What follows belongs to an exercise in optimizing a design on an open flow for small area and few clock cycles; a production flow would make more cautious choices. The RTL was checked by simulation tests, not by an equivalence proof against the original design. No activity file was given, so power comes from the tool's default toggle rates.

[flow/config.mk]
export PLATFORM = sky130hd
export DESIGN_NAME = ft_core
export DESIGN_NICKNAME = ft_core
export VERILOG_FILES = /design/flow/design.v
export SDC_FILE = /design/flow/constraint.sdc
export NUM_CORES = 4
export LEC_CHECK = 0
export CAP_MARGIN = 20
export CORE_MARGIN = 2
export CORE_UTILIZATION = 40
export SLEW_MARGIN = 20
[flow/constraint.sdc]
create_clock -name core_clock -period 10.0 [get_ports {clk}]
set_input_delay 2.0000 -clock core_clock [delete_from_list [all_inputs] [get_ports {clk}]]
set_output_delay 2.0000 -clock core_clock [all_outputs]
set_load 0.01 [all_outputs]
[flow/design.v]
module ft_core #(
    parameter RX_CAP      = 64,    
    parameter TX_CAP      = 40,    
    parameter PID_CONTROL = 8'h00,
    parameter PID_DATA    = 8'h01
) (
    input  wire        clk,
    input  wire        rst,           
    input  wire [31:0] now_us,        
    input  wire        lrx_valid,
    input  wire [7:0]  lrx_data,
    output wire        lrx_ready,
    input  wire [7:0]  host_max,
    output wire        hrx_valid,
    output wire [7:0]  hrx_data,
    output wire        hrx_last,
    output wire        hrx_empty,
    output wire [31:0] hrx_ts,
    input  wire        hrx_ready,
    input  wire        hwr_valid,
    input  wire [7:0]  hwr_data,
    input  wire        hwr_last,
    input  wire        hwr_empty,
    output wire        hwr_ready,
    output wire        wr_done,
    output wire [1:0]  wr_status,
    output wire        ltx_valid,
    output wire [7:0]  ltx_data,
    input  wire        ltx_ready
);
    localparam [7:0] FLAG    = 8'h7E;
    localparam [7:0] ESC     = 8'h7D;
    localparam [7:0] ESC_XOR = 8'h20;
    localparam BSQ_MIN_INTERVAL_US = 10000;
    localparam TX_PAY = TX_CAP - 3;              
    localparam LEN_W  = $clog2(RX_CAP + 2);      
    localparam IDX_W  = $clog2(RX_CAP);
    localparam TXI_W  = $clog2(TX_PAY + 1);
    localparam [1:0] ST_SEND = 2'd0, ST_BSQ = 2'd1, ST_HOLD = 2'd2, ST_BADPARAM = 2'd3;
    reg [15:0] cap;
    reg        bsq_valid;
    reg [31:0] bsq_time;
    localparam [1:0] RX_OUTSIDE = 2'd0, RX_INSIDE = 2'd1, RX_ESCAPED = 2'd2, RX_DELIVER = 2'd3;
    reg [1:0]       rx_state;
    reg [LEN_W-1:0] rx_len;
    reg [31:0]      rx_ts;
    reg [7:0]       rx_buf [0:RX_CAP-1];
    reg [IDX_W-1:0] rd_idx;
    wire rx_take = lrx_valid && lrx_ready;
    wire [7:0] app_byte = (rx_state == RX_ESCAPED) ? (lrx_data ^ ESC_XOR) : lrx_data;
    wire       app_en   = rx_take &&
                          ((rx_state == RX_ESCAPED) ||
                           (rx_state == RX_INSIDE && lrx_data != FLAG && lrx_data != ESC));
    wire       close_en = rx_take && rx_state == RX_INSIDE && lrx_data == FLAG && rx_len != 0;
    wire frame_fits = (rx_len <= RX_CAP) && ({{(16-LEN_W){1'b0}}, rx_len} <= {8'd0, host_max});
    wire is_bsn     = frame_fits && rx_buf[0] == PID_CONTROL && rx_len == 3;
    wire is_data    = frame_fits && rx_buf[0] == PID_DATA;
    assign lrx_ready = (rx_state != RX_DELIVER);
    always @(posedge clk) begin
        if (rst) begin
            rx_state <= RX_OUTSIDE;
            rx_len   <= 0;
            rd_idx   <= 0;
        end else begin
            case (rx_state)
                RX_OUTSIDE: begin
                    if (rx_take && lrx_data == FLAG) begin
                        rx_len   <= 0;
                        rx_ts    <= now_us;
                        rx_state <= RX_INSIDE;
                    end
                end
                RX_INSIDE: begin
                    if (rx_take) begin
                        if (lrx_data == ESC) begin
                            rx_state <= RX_ESCAPED;
                        end else if (lrx_data == FLAG) begin
                            if (rx_len == 0) begin
                                rx_ts <= now_us;         
                            end else if (is_data) begin
                                rx_state <= RX_DELIVER;
                                rd_idx   <= 1;
                            end else begin
                                rx_state <= RX_OUTSIDE;
                                rx_len   <= 0;
                            end
                        end else if (rx_len != RX_CAP + 1) begin
                            rx_len <= rx_len + 1'b1;
                        end
                    end
                end
                RX_ESCAPED: begin
                    if (rx_take) begin
                        rx_state <= RX_INSIDE;
                        if (rx_len != RX_CAP + 1)
                            rx_len <= rx_len + 1'b1;
                    end
                end
                RX_DELIVER: begin
                    if (hrx_ready) begin
                        if (hrx_last) begin
                            rx_state <= RX_OUTSIDE;
                            rx_len   <= 0;
                        end else begin
                            rd_idx <= rd_idx + 1'b1;
                        end
                    end
                end
            endcase
        end
    end
    always @(posedge clk) begin
        if (!rst && app_en && rx_len < RX_CAP)
            rx_buf[rx_len[IDX_W-1:0]] <= app_byte;
    end
    assign hrx_valid = (rx_state == RX_DELIVER);
    assign hrx_data  = rx_buf[rd_idx];
    assign hrx_empty = (rx_len == 1);
    assign hrx_last  = (rx_len == 1) || ({{(LEN_W-IDX_W){1'b0}}, rd_idx} == rx_len - 1'b1);
    assign hrx_ts    = rx_ts;
    localparam [2:0] TX_LOAD = 3'd0, TX_DECIDE = 3'd1, TX_SEND = 3'd2, TX_BSQ = 3'd3;
    reg [2:0]       tx_state;
    reg [7:0]       tx_buf [0:TX_PAY-1];
    reg [8:0]       tx_n;          
    reg [9:0]       enc_len;       
    reg [2:0]       snd_phase;     
    reg [TXI_W-1:0] snd_idx;
    reg             snd_esc;       
    reg [1:0]       bsq_idx;
    wire wr_take  = hwr_valid && hwr_ready;
    wire wr_special = (hwr_data == FLAG) || (hwr_data == ESC);
    wire [31:0] elapsed  = now_us - bsq_time;
    wire        too_big  = enc_len > TX_CAP;
    wire        can_send = cap >= {6'd0, enc_len};
    wire        bsq_due  = !bsq_valid || elapsed >= BSQ_MIN_INTERVAL_US;
    assign hwr_ready = (tx_state == TX_LOAD);
    assign wr_done   = (tx_state == TX_DECIDE);
    assign wr_status = too_big  ? ST_BADPARAM :
                       can_send ? ST_SEND :
                       bsq_due  ? ST_BSQ : ST_HOLD;
    always @(posedge clk) begin
        if (rst) begin
            tx_state  <= TX_LOAD;
            tx_n      <= 0;
            enc_len   <= 3;
            snd_phase <= 0;
            snd_idx   <= 0;
            snd_esc   <= 1'b0;
            bsq_idx   <= 0;
        end else begin
            case (tx_state)
                TX_LOAD: begin
                    if (wr_take) begin
                        if (!hwr_empty) begin
                            if (tx_n < TX_PAY)
                                tx_buf[tx_n[TXI_W-1:0]] <= hwr_data;
                            if (tx_n != 9'h1FF)
                                tx_n <= tx_n + 1'b1;
                            if (enc_len < 10'h3FE)
                                enc_len <= enc_len + (wr_special ? 10'd2 : 10'd1);
                        end
                        if (hwr_last)
                            tx_state <= TX_DECIDE;
                    end
                end
                TX_DECIDE: begin
                    snd_phase <= 0;
                    snd_idx   <= 0;
                    snd_esc   <= 1'b0;
                    bsq_idx   <= 0;
                    case (wr_status)
                        ST_SEND: tx_state <= TX_SEND;
                        ST_BSQ:  tx_state <= TX_BSQ;
                        default: begin
                            tx_state <= TX_LOAD;
                            tx_n     <= 0;
                            enc_len  <= 3;
                        end
                    endcase
                end
                TX_SEND: begin
                    if (ltx_ready) begin
                        case (snd_phase)
                            3'd0: snd_phase <= 1;
                            3'd1: snd_phase <= (tx_n == 0) ? 3'd3 : 3'd2;
                            3'd2: begin
                                if (!snd_esc && (tx_buf[snd_idx] == FLAG || tx_buf[snd_idx] == ESC)) begin
                                    snd_esc <= 1'b1;
                                end else begin
                                    snd_esc <= 1'b0;
                                    if ({{(9-TXI_W){1'b0}}, snd_idx} == tx_n - 1'b1)
                                        snd_phase <= 3;
                                    else
                                        snd_idx <= snd_idx + 1'b1;
                                end
                            end
                            default: begin
                                tx_state <= TX_LOAD;
                                tx_n     <= 0;
                                enc_len  <= 3;
                            end
                        endcase
                    end
                end
                TX_BSQ: begin
                    if (ltx_ready) begin
                        if (bsq_idx == 2) begin
                            tx_state <= TX_LOAD;
                            tx_n     <= 0;
                            enc_len  <= 3;
                        end else begin
                            bsq_idx <= bsq_idx + 1'b1;
                        end
                    end
                end
                default: tx_state <= TX_LOAD;
            endcase
        end
    end
    reg [7:0] snd_byte;
    always @(*) begin
        case (snd_phase)
            3'd0:    snd_byte = FLAG;
            3'd1:    snd_byte = PID_DATA;
            3'd2:    snd_byte = snd_esc ? (tx_buf[snd_idx] ^ ESC_XOR) :
                                (tx_buf[snd_idx] == FLAG || tx_buf[snd_idx] == ESC) ? ESC :
                                tx_buf[snd_idx];
            default: snd_byte = FLAG;
        endcase
    end
    assign ltx_valid = (tx_state == TX_SEND) || (tx_state == TX_BSQ);
    assign ltx_data  = (tx_state == TX_BSQ) ? ((bsq_idx == 1) ? PID_CONTROL : FLAG) : snd_byte;
    always @(posedge clk) begin
        if (rst) begin
            cap       <= 16'd0;
            bsq_valid <= 1'b0;
        end else begin
            if (tx_state == TX_DECIDE && wr_status == ST_SEND)
                cap <= 16'd0;
            if (tx_state == TX_DECIDE && wr_status == ST_BSQ) begin
                bsq_valid <= 1'b1;
                bsq_time  <= now_us;
            end
            if (close_en && is_bsn)
                cap <= {rx_buf[2], rx_buf[1]};
        end
    end
endmodule
[flow/run.sh]
#!/bin/bash
# synth_recipe.tcl (not shown) runs the flow's synth.tcl, then flattens the netlist and writes it again
# the make line also repeats each setting of config.mk as NAME=value (left out here)
make -C /OpenROAD-flow-scripts/flow DESIGN_CONFIG=/design/flow/config.mk WORK_HOME=/design/flow/orfs CLKGATE_MAP_FILE= SYNTH_SCRIPT=/design/flow/synth_recipe.tcl finish
==> results.txt <==
outcome=timing/DRC/antenna clean; CP Max Fanout=3; ys flop type=edfxtp_1; Syn Area/Cell=17.2 um2; critical path required time=8.00 ns; DP HPWL=61,500 um; Hold WC Path Type=reg2reg; DRT Pass-1 Iters=8; first-pass GRT wire length=144,000 um; detailed-route via count=22,124; initial antenna violation count=1; Async SR Flop Fraction=0%; # Post-CTS Setup Buffers=0; Post-synth EDFFs=872; commonest cells after routing, fill and taps aside=edfxtp_1 (872), mux4_2 (257), nor2_1 (172), clkdlybuf4s50_1 (112), clkbuf_16 (103); max_cap viols=0; post-cts repair resize count=0; Final Max Slew Viols=0; Initial DRC Count=1,984; Layout area overhead=15.1%; Hold Vio Cnt, Final=0; synthesized area=40,400 um2; initial core utilization=40.3%; ANT cells=0; Root Buffer Master=clkbuf_16; critical path's slowest cell=nor4_1; final wirelength=95,200 um; Remaining DRCs=0; Worst Setup Path Type=in2out; CTS H-Tree Depth=3; Final period util=85.3%; Synth Instances=2,347; Skew-Pair Late Insertion Delay=0.68 ns; full die area=104,000 um2; CTS Buffer Depth=3; CTS Hold Buffers Added=0; Worst Reg-to-Reg Cells=12; Routed Antenna Nets=0; Hold Crit Depth=2; Max Clk Rate=0.117 GHz; Setup crit end kind=output port; DIE HEIGHT=322 um; Layout fillers=8,420; Placer Congestion=0.880; routed wire length per instance=24.6 um; Final Util=46.4%; slowest stage delay, CP=0.73 ns; # setup viols final=0; number of I/O port buffers=120; row count=116; headroom to the max-slew limit=32.6%; Ys Warns=1; Min Clock Period, post-route=8.53 ns; multi-input gate area in the final layout=11,900 um2; share of cells above drive strength 1=19.9%; most common cell after layout, fill and taps aside=edfxtp_1; pwr dens=188 nW/um2; Net count, final=2,635; Startpoint Class=input pin; sequential share of the synthesized area=68.6%; Yosys cell types=88; register area=27,700 um2; total gr overflow=0; Slew @ Worst Pin=1.01 ns; vias per cell=5.71; clock transition at the registers of the reported paths=0.06 ns; setup tns final=0 ns; Die Wd=322 um; synthesized net count=2,485; Clock Skew=0.0196 ns; clock sink total=948; Leak Pwr=0.0145 uW; TritonCTS clock tree=built; #FFs+latches synth=948; vias in the first global route=22,604; CP cell instances=clkdlybuf4s50_1 > inv_1 > ha_1 > inv_1 > fa_1 > nand3_1 > a211oi_1 > a211oi_2 > o21ai_0 > nor3_1 > o32ai_1 > or4_4 > nor4_1 > nand2b_1 > nand2_1 > clkdlybuf4s50_1; largest net degree at the start of global routing=121; core area=100,000 um2; GR Util All Layers=18.4%; Data arrival, critical path=6.53 ns; I/O pins=121; unrepaired setup endpoints after global routing=false; maximum vdd drop=153 uV; CTS Buf Count=98
[critical path: cells and delay by family]
kind,cells,cell delay [ns]
AO/OA/AOI/OAI,4,0.96
adder cells (fa/ha/maj),2,0.53
buffers and inverters,4,1.10
AND/OR/NAND/NOR,6,1.90
[final timing paths]
path | slack [ns] | to | from
max | 1.47 | wr_status[1] | now_us[0]
min | 0.46 | bsq_valid | bsq_valid
max reg2reg | 5.29 | tx_n[1] | bsq_time[4]
min reg2reg | 0.46 | bsq_valid | bsq_valid
[area by class of cell]
class / count / share of cell area (%)
Timing Repair Buffer: 166 / 3.31
Multi-Input combinational cell: 1188 / 25.6
Clock buffer: 125 / 5.85
Tap cell: 1298 / 3.49
Clock inverter: 58 / 1.31
Sequential cell: 948 / 59.6
Inverter: 95 / 0.767
[power by group]
| part | internal (uW) | switching [uW] | leakage, uW |
|---|---|---|---|
| logic | 204 | 423 | 0.00447 |
| registers | 4360 | 20.7 | 0.00846 |
| clock network | 2170 | 1550 | 0.00162 |
[state kept, by name (all words and copies together), names as in the netlist, named ones only]
signal,count
rx_state,2
rx_len,7
bsq_idx,2
tx_n,9
snd_esc,1
bsq_time,32
enc_len,10
rx_buf,512
tx_state,2
rx_ts,32
snd_phase,2
snd_idx,6
rd_idx,6
bsq_valid,1
tx_buf,296
cap,16
[kinds of logic after synthesis]
group	after synthesis	share of synthesized area, %
adders and majority gates	74	2.33
xor gates and xnor gates	39	0.845
DFF	948	68.6
AOI/OAI and AO/OA	292	5.12
buffers and inverters	211	2.11
muxes	286	15.1
and+or+nand+nor	497	5.96
[per-stage QoR]
| stage | worst slack (ns) | instances | instance area [um2] | power [uW] | hold slack (ns) |
|---|---|---|---|---|---|
| 3_5_place_dp | 1.50 | 3694 | 43100 | 5080 | 0.456 |
| 6_report | 1.47 | 3878 | 46500 | 8720 | 0.462 |
| 3_3_place_gp | 1.52 | 3694 | 43100 | 5070 | 0.442 |
| 4_1_cts | 1.47 | 3877 | 46500 | 8800 | 0.465 |
| 2_1_floorplan | 3.35 | 2347 | 40400 | 4850 | 0.426 |
| 5_1_grt | 1.16 | 3878 | 46500 | 9000 | 0.498 |
[synth_stat cells, types with 4 or more instances]
| master | instances | area [um2] |
|---|---|---|
| a2111oi_0 | 4 | 35.0 |
| a211oi_1 | 7 | 52.6 |
| a21boi_0 | 4 | 30.0 |
| a21o_1 | 20 | 150 |
| a21oi_1 | 69 | 345 |
| a22oi_1 | 20 | 150 |
| a311o_1 | 10 | 100 |
| a31oi_1 | 14 | 87.6 |
| and2_1 | 5 | 31.3 |
| and3_1 | 9 | 56.3 |
| buf_1 | 21 | 78.8 |
| buf_2 | 17 | 85.1 |
| buf_6 | 4 | 45.0 |
| clkbuf_1 | 71 | 267 |
| dfxtp_1 | 76 | 1520 |
| edfxtp_1 | 872 | 26200 |
| ha_1 | 72 | 901 |
| inv_1 | 93 | 349 |
| mux2i_1 | 25 | 250 |
| mux4_2 | 257 | 5790 |
| nand2_1 | 98 | 368 |
| nand2b_1 | 12 | 75.1 |
| nand3_1 | 48 | 240 |
| nand3b_1 | 5 | 37.5 |
| nand4_1 | 28 | 175 |
| nand4b_1 | 6 | 52.6 |
| nor2_1 | 173 | 649 |
| nor2b_1 | 4 | 25.0 |
| nor3_1 | 40 | 200 |
| nor3b_1 | 5 | 37.5 |
| nor4_1 | 13 | 81.3 |
| o211ai_1 | 9 | 67.6 |
| o21a_1 | 12 | 90.1 |
| o21ai_0 | 46 | 230 |
| o21ai_1 | 4 | 20.0 |
| o21bai_1 | 6 | 45.0 |
| o31ai_1 | 7 | 52.6 |
| o32ai_1 | 6 | 52.6 |
| or2_2 | 7 | 43.8 |
| or3_1 | 19 | 119 |
| or4_1 | 12 | 90.1 |
| xnor2_1 | 25 | 219 |
| xor2_1 | 14 | 123 |
[layer usage]
metal / routed length (um) / vias to the layer above / part of all wire [%] / global-route usage, %
li1: - / 9767 / - / -
met2: 46300 / 714 / 49 / 30.3
met3: 5380 / 157 / 5.6 / 3.19
met1: 41000 / 11484 / 43 / 25.1
met5: 13 / - / 0.014 / 0
met4: 2590 / 2 / 2.7 / 5.76
Testbench counts, summed over its fixed seeds: cycles 172,539.

==> what the ideal ports hide <==
How much do the figures lean on ideal ports? The routed layout below was timed once more, with nothing changed but the port constraints. Step 1, drivers: a clkbuf_16 drives clk and a buf_2 each remaining input, both assumed. Step 2, shift: input delay + t, output delay - t, t = (earliest + latest rising clock arrival at the registers) / 2. This alone moves slack from input paths to output paths. Three values: ideal, step 1, step 2; two values: the first two.
t, ns: 0.736
setup slack, ns: 1.474 / 1.447 / 1.447
cell pins on the clock port's net: 1
After both steps this run still meets setup and hold. The setup slack of this run moves by -0.027 ns with the drivers and by -0.027 ns with both steps.
